What follows belongs to an exercise in optimizing a design on an open flow for small area and a short achievable clock period; a production flow would make more cautious choices. RTL that was checked went through simulation tests only; none was proved equivalent to the original.

==> inputs of job 337 <==
## cao_pipe
module cao_pipe (
    input  wire        clk,
    input  wire        rst,           
    input  wire [31:0] last_pc,       
    output wire        imem_en,
    output wire [31:0] imem_addr,
    input  wire [63:0] imem_rdata,
    output wire        dmem_en,
    output wire        dmem_we,
    output wire [11:0] dmem_addr,
    output wire [31:0] dmem_wdata,
    input  wire [31:0] dmem_rdata,
    output wire        halted,
    output wire        faulted,
    output wire [31:0] fault_addr,
    output wire [31:0] cycle_count,
    output wire [31:0] retired_count,
    input  wire [3:0]  dbg_sel,
    output wire [31:0] dbg_data
);
clock: 12.0 ns
lec_check: 0
cap_margin: 20
cell_pad_in_sites_detail_placement: 1
cell_pad_in_sites_global_placement: 2
core_margin: 2
core_utilization: 50
cts_buf_list: sky130_fd_sc_hd__clkbuf_8
cts_cluster_size: 24
place_density: 0.65
slew_margin: 20
setup_slack_margin: 5.5
buffer_ports_args: -buffer_cell sky130_fd_sc_hd__buf_2
standard.sh (not shown) runs the stock make flow with config.mk's settings and CLKGATE_MAP_FILE= SYNTH_SCRIPT=/design/flow/synth_recipe.tcl, a recipe that flattens the netlist after the stock synthesis.
==> flow/flow/run.sh <==
#!/bin/bash
# The standard layout, with two changes to how ORFS optimises it:
#  - the ports are buffered with buf_2 cells instead of ORFS's default pick
#    (a slow delay cell), still one buffer on every input and output port;
#  - repair_timing aims for a setup slack of 5.5 ns instead of 0.
# Synthesis, floorplan, power grid, tap cells, CTS and routing are the standard flow's own
# (standard.sh); the clock and constraints are unchanged.
set -euo pipefail
cat >> config.mk << 'X'
export SETUP_SLACK_MARGIN = 5.5
export BUFFER_PORTS_ARGS = -buffer_cell sky130_fd_sc_hd__buf_2
X
bash standard.sh > standard_make.log 2>&1
==> job 1458: changes against job 337 <==
--- a/flow/design.v
+++ b/flow/design.v
@@ -38,18 +38,18 @@
     reg [31:0] pc;
     reg        zf, zl, f_stall;
     reg [31:0] cyc, ret;
     reg [31:0] x [0:15];
     reg        d_v, d_last;
     reg [3:0]  d_op, d_rd, d_ra, d_rb;
     reg [31:0] d_imm;
     reg        e_v, e_ph, e_last;
-    reg [3:0]  e_op, e_rd, e_ra;
-    reg [15:0] e_rbh;                  
+    reg [3:0]  e_op, e_rd;
+    reg [15:0] e_rah, e_rbh;           
     reg [31:0] e_imm;
     reg        m_v, m_wr, m_ld, m_st, m_mem, m_tk, m_fault, m_term;
     reg [3:0]  m_rd;
     reg [31:0] m_buf, m_cs;
     reg [7-1:0] m_top;              
     reg        w_v, w_wr, w_term;
     reg [3:0]  w_rd;
     reg [31:0] w_buf;
@@ -74,23 +74,25 @@
     wire [3:0]  i_op  = imem_rdata[63:60];
     wire        i_v   = (i_op != 4'd0);
     wire        i_st  = (i_op == OP_STORE);
     wire [3:0]  i_rs1 = imem_rdata[53:50];
     wire [3:0]  i_rs2 = imem_rdata[48:45];
     wire [31:0] i_imm = imem_rdata[31:0];
     assign imem_en   = run & ~m_fault & fetch;
     assign imem_addr = npc;
-    wire [31:0] va = x[e_ra];
-    reg  [31:0] vb;
+    reg  [31:0] va, vb;
     integer j;
     always @(*) begin
+        va = 32'd0;
         vb = 32'd0;
-        for (j = 0; j < 16; j = j + 1)
+        for (j = 0; j < 16; j = j + 1) begin
+            va = va | (x[j] & {32{e_rah[j]}});
             vb = vb | (x[j] & {32{e_rbh[j]}});
+        end
     end
     wire        is_sub = (e_op == OP_SUB);
     wire [31:0] opb    = ((e_op == OP_ADD) | is_sub) ? vb : e_imm;
     wire [32:0] sum33  = {va, 1'b1} + {opb ^ {32{is_sub}}, is_sub};
     wire [31:0] sum    = sum33[32:1];
     wire        in_rng = (sum[31:12] == 20'd0);
     wire [31:0] mx = e_ph ? {va[15:0], 16'd0} : va;
     wire [16:0] my = e_ph ? vb[31:15] : {vb[15:0], 1'b0};
@@ -718,17 +720,17 @@
             d_ra   <= i_st ? i_rs2 : i_rs1;
             d_rb   <= i_st ? i_rs1 : i_rs2;
             d_imm  <= i_imm;
             d_last <= (npc == last_pc);
         end
         if (!ex_mul1) begin
             e_op   <= d_op;
             e_rd   <= d_rd;
-            e_ra   <= d_ra;
+            e_rah  <= 16'd1 << d_ra;
             e_rbh  <= 16'd1 << d_rb;
             e_last <= d_last;
         end
         e_imm  <= d_br ? d_tgt : d_imm;   
         e_ph   <= ex_mul1;
         m_rd   <= e_rd;
         m_ld   <= (e_op == OP_LOAD);
         m_st   <= (e_op == OP_STORE);
CORE_UTILIZATION = 60   (was 50)
PLACE_DENSITY = 0.72   (was 0.65)
==> job 8519: changes against job 337 <==
--- a/flow/design.v
+++ b/flow/design.v
@@ -38,18 +38,18 @@
     reg [31:0] pc;
     reg        zf, zl, f_stall;
     reg [31:0] cyc, ret;
     reg [31:0] x [0:15];
     reg        d_v, d_last;
     reg [3:0]  d_op, d_rd, d_ra, d_rb;
     reg [31:0] d_imm;
     reg        e_v, e_ph, e_last;
-    reg [3:0]  e_op, e_rd, e_ra;
-    reg [15:0] e_rbh;                  
+    reg [3:0]  e_op, e_rd;
+    reg [15:0] e_rah, e_rbh;           
     reg [31:0] e_imm;
     reg        m_v, m_wr, m_ld, m_st, m_mem, m_tk, m_fault, m_term;
     reg [3:0]  m_rd;
     reg [31:0] m_buf, m_cs;
     reg [7-1:0] m_top;              
     reg        w_v, w_wr, w_term;
     reg [3:0]  w_rd;
     reg [31:0] w_buf;
@@ -74,23 +74,25 @@
     wire [3:0]  i_op  = imem_rdata[63:60];
     wire        i_v   = (i_op != 4'd0);
     wire        i_st  = (i_op == OP_STORE);
     wire [3:0]  i_rs1 = imem_rdata[53:50];
     wire [3:0]  i_rs2 = imem_rdata[48:45];
     wire [31:0] i_imm = imem_rdata[31:0];
     assign imem_en   = run & ~m_fault & fetch;
     assign imem_addr = npc;
-    wire [31:0] va = x[e_ra];
-    reg  [31:0] vb;
+    reg  [31:0] va, vb;
     integer j;
     always @(*) begin
+        va = 32'd0;
         vb = 32'd0;
-        for (j = 0; j < 16; j = j + 1)
+        for (j = 0; j < 16; j = j + 1) begin
+            va = va | (x[j] & {32{e_rah[j]}});
             vb = vb | (x[j] & {32{e_rbh[j]}});
+        end
     end
     wire        is_sub = (e_op == OP_SUB);
     wire [31:0] opb    = ((e_op == OP_ADD) | is_sub) ? vb : e_imm;
     wire [32:0] sum33  = {va, 1'b1} + {opb ^ {32{is_sub}}, is_sub};
     wire [31:0] sum    = sum33[32:1];
     wire        in_rng = (sum[31:12] == 20'd0);
     wire [31:0] mx = e_ph ? {va[15:0], 16'd0} : va;
     wire [16:0] my = e_ph ? vb[31:15] : {vb[15:0], 1'b0};
@@ -718,17 +720,17 @@
             d_ra   <= i_st ? i_rs2 : i_rs1;
             d_rb   <= i_st ? i_rs1 : i_rs2;
             d_imm  <= i_imm;
             d_last <= (npc == last_pc);
         end
         if (!ex_mul1) begin
             e_op   <= d_op;
             e_rd   <= d_rd;
-            e_ra   <= d_ra;
+            e_rah  <= 16'd1 << d_ra;
             e_rbh  <= 16'd1 << d_rb;
             e_last <= d_last;
         end
         e_imm  <= d_br ? d_tgt : d_imm;   
         e_ph   <= ex_mul1;
         m_rd   <= e_rd;
         m_ld   <= (e_op == OP_LOAD);
         m_st   <= (e_op == OP_STORE);
==> flow/flow/run.sh (replaced) <==
#!/bin/bash
# The standard layout, with two changes to how ORFS optimises it:
#  - the ports are buffered with buf_1 cells instead of ORFS's default pick
#    (a slow delay cell), still one buffer on every input and output port;
#  - repair_timing aims for a setup slack of 5.5 ns instead of 0.
# Synthesis, floorplan, power grid, tap cells, CTS and routing are the standard flow's own
# (standard.sh); the clock and constraints are unchanged.
set -euo pipefail
cat >> config.mk << 'X'
export SETUP_SLACK_MARGIN = 5.5
export BUFFER_PORTS_ARGS = -buffer_cell sky130_fd_sc_hd__buf_1
X
bash standard.sh > standard_make.log 2>&1
BUFFER_PORTS_ARGS = -buffer_cell sky130_fd_sc_hd__buf_1   (was -buffer_cell sky130_fd_sc_hd__buf_2)
CELL_PAD_IN_SITES_DETAIL_PLACEMENT = 0   (was 1)
CELL_PAD_IN_SITES_GLOBAL_PLACEMENT = 1   (was 2)
CORE_UTILIZATION = 58   (was 50)
PLACE_DENSITY = 0.72   (was 0.65)
TNS_END_PERCENT = 20   (was unset)
==> run notes <==
status finished clean; well tap count 1,186; highest signal layer in the routed design met5; count of port buffers added during placement 326; critical-path maximum fanout 32; Max Cap Viol 0; multi-input logic area 28,200 µm²; maximum operating frequency 0.151 GHz; fraction of the cycle the final worst path needs 0.553; Initial DRT Pass Iterations 12; DIE HEIGHT 308 µm; pre-CTS setup slack 4.82 ns; post-synthesis net count 5,493; Hold WS 0.392 ns
The numbers above come from job 8519.

==> run notes <==
Worst Tran Pin Value 1.38 ns; status finished clean; fraction of the cycle the final worst path needs 0.551; Hold WS 0.408 ns; well tap count 1,414; Initial DRT Pass Iterations 8; met3 usage 0.188; global-route wire length before repair 371,000 µm; highest signal layer in the routed design met5; DIE HEIGHT 335 µm; post-synthesis net count 5,673; multi-input logic area 29,900 µm²; capture endpoint of the worst hold path w_rd[3]; pre-CTS setup slack 4.22 ns; critical-path maximum fanout 31; Max Cap Viol 0
The numbers above come from job 337.

==> run notes <==
DIE HEIGHT 302 µm; post-synth top area share 0.356; failing step global placement without I/O (3_1_place_gp_skip_io); count of yosys warnings during synthesis 2; error message [ERROR GPL-0301] Utilization 100.131 % exceeds 100%.; post-synthesis compound-gate area fraction 0.217; FF+latch count, synth 860; sequential fraction of the synthesis area 0.441; XOR/XNOR share of the synthesized area 0.0780; combinational family with the most area after synthesis compound AO/OA/AOI/OAI gates; post-synthesis net count 5,493; Synth top cells by count sky130_fd_sc_hd__edfxtp_1, sky130_fd_sc_hd__a22oi_1, sky130_fd_sc_hd__xnor2_1, sky130_fd_sc_hd__nor2_1, sky130_fd_sc_hd__clkbuf_1; Die X-Extent 302 µm; prevailing post-synth register cell sky130_fd_sc_hd__edfxtp_1; status did not finish; number of distinct library cells after synthesis 97
The numbers above come from job 1458.


---

==> v37 <==
Another version of the RTL of cao_pipe (not shown whole).
make LEC_CHECK=0 CAP_MARGIN=20 CELL_PAD_IN_SITES_DETAIL_PLACEMENT=1 CELL_PAD_IN_SITES_GLOBAL_PLACEMENT=2 CORE_MARGIN=2 CORE_UTILIZATION=40 PLACE_DENSITY=0.55 SETUP_SLACK_MARGIN=5 SLEW_MARGIN=20 finish   # period 12.0 ns
run.sh (not shown) runs the stock make flow with config.mk's settings and CLKGATE_MAP_FILE= SYNTH_SCRIPT=/design/flow/synth_recipe.tcl, a recipe that flattens the netlist after the stock synthesis.
Stock flow here: none of the scripts above is used.
==> inputs of v24, as changes to v37 <==
--- a/flow/design.v
+++ b/flow/design.v
@@ -38,17 +38,18 @@
     reg [31:0] pc;
     reg        zf, zl, f_stall;
     reg [31:0] cyc, ret;
     reg [31:0] x [0:15];
     reg        d_v, d_last;
     reg [3:0]  d_op, d_rd, d_ra, d_rb;
     reg [31:0] d_imm;
     reg        e_v, e_ph, e_last;
-    reg [3:0]  e_op, e_rd, e_ra, e_rb;
+    reg [3:0]  e_op, e_rd, e_ra;
+    reg [15:0] e_rbh;                  
     reg [31:0] e_imm;
     reg        m_v, m_wr, m_ld, m_st, m_mem, m_tk, m_fault, m_term;
     reg [3:0]  m_rd;
     reg [11:0] m_a12;
     reg [31:0] m_buf, m_cs;
     reg        w_v, w_wr, w_term;
     reg [3:0]  w_rd;
     reg [31:0] w_buf;
@@ -73,17 +74,23 @@
     wire        i_br  = (i_op == OP_BZ) | (i_op == OP_BNZ);
     wire [3:0]  i_rs1 = imem_rdata[53:50];
     wire [3:0]  i_rs2 = imem_rdata[48:45];
     wire [31:0] i_imm = imem_rdata[31:0];
     wire [31:0] i_tgt = npc + i_imm;
     assign imem_en   = run & ~m_fault & fetch;
     assign imem_addr = npc;
     wire [31:0] va = x[e_ra];
-    wire [31:0] vb = x[e_rb];
+    reg  [31:0] vb;
+    integer j;
+    always @(*) begin
+        vb = 32'd0;
+        for (j = 0; j < 16; j = j + 1)
+            vb = vb | (x[j] & {32{e_rbh[j]}});
+    end
     wire        is_sub = (e_op == OP_SUB);
     wire [31:0] opb    = ((e_op == OP_ADD) | is_sub) ? vb : e_imm;
     wire [32:0] sum33  = {va, 1'b1} + {opb ^ {32{is_sub}}, is_sub};
     wire [31:0] sum    = sum33[32:1];
     wire        in_rng = (sum[31:12] == 20'd0);
     wire [31:0] mx = e_ph ? {va[15:0], 16'd0} : va;
     wire [15:0] my = e_ph ? vb[31:16] : vb[15:0];
     wire [31:0] mz  = e_ph ? m_buf : 32'd0;
@@ -828,17 +835,17 @@
             d_rb   <= i_st ? i_rs1 : i_rs2;
             d_imm  <= i_br ? i_tgt : i_imm;
             d_last <= (npc == last_pc);
         end
         if (!ex_mul1) begin
             e_op   <= d_op;
             e_rd   <= d_rd;
             e_ra   <= d_ra;
-            e_rb   <= d_rb;
+            e_rbh  <= 16'd1 << d_rb;
             e_imm  <= d_imm;
             e_last <= d_last;
         end
         e_ph   <= ex_mul1;
         m_rd   <= e_rd;
         m_a12  <= sum[11:0];
         m_ld   <= (e_op == OP_LOAD);
         m_st   <= (e_op == OP_STORE);
==> comparison <==
In area after synthesis, v37 and v24 hardly differ. In die area, v37 and v24 hardly differ. Sequential share of layout area: v24 is higher than v37 (1.6 points). Against v24, the global-route usage of v37 is higher by 3.4 points. Against v37, the setup slack of v24 is better by 0.41 ns. First-iteration DRC count: v37 is smaller than v24 (about 2.3%). Of v37 and v24, v37 has the higher core utilization (gap 1.6 points). Between v37 and v24, the lower maximum frequency is in v37 (gap 5.4%, measured against v24). Of v37 and v24, v37 has the higher non-clock buffer count (gap 128).
No run of this note included a check of the RTL's function; only the layout flow was run.

-- afterwards: timing with drivers on the ports --
In the flow no input, the clock included, has a driving cell. The finished layouts below were timed again as built, in two steps. Step 1: set_driving_cell puts a clkbuf_16 on clk and a buf_2 on each other input, an assumption about the parent block. Step 2 also shifts input and output timing later by t, the mid clock arrival at the registers, as if the neighbouring blocks saw the same clock. a / b / c = ideal / step 1 / step 2; a / b = the first two.
run | shift t [ns] | setup slack, ns | hold slack, ns | latest minus earliest clock arrival (ns) | slew at the worst register clock pin (ns)
job 337 | 0.948 | 5.393 / 5.338 / 5.338 | 0.408 / 0.408 / 0.408 | 0.054 / 0.053 | 0.07 / 0.07
job 8519 | 0.946 | 5.360 / 5.339 / 5.339 | 0.392 / 0.392 / 0.392 | 0.052 / 0.051 | 0.07 / 0.07
v37 | 0.822 | 4.545 / 4.545 / 4.545 | 0.399 / 0.399 / 0.399 | 0.077 / 0.077 | 0.07 / 0.07
v24 | 0.818 | 4.951 / 4.939 / 4.939 | 0.390 / 0.390 / 0.390 | 0.050 / 0.050 | 0.07 / 0.07
After both steps setup and hold are still met in every run listed. For job 337, which loses most, drivers alone change the setup slack by -0.055 ns; drivers and shift together by -0.055 ns.
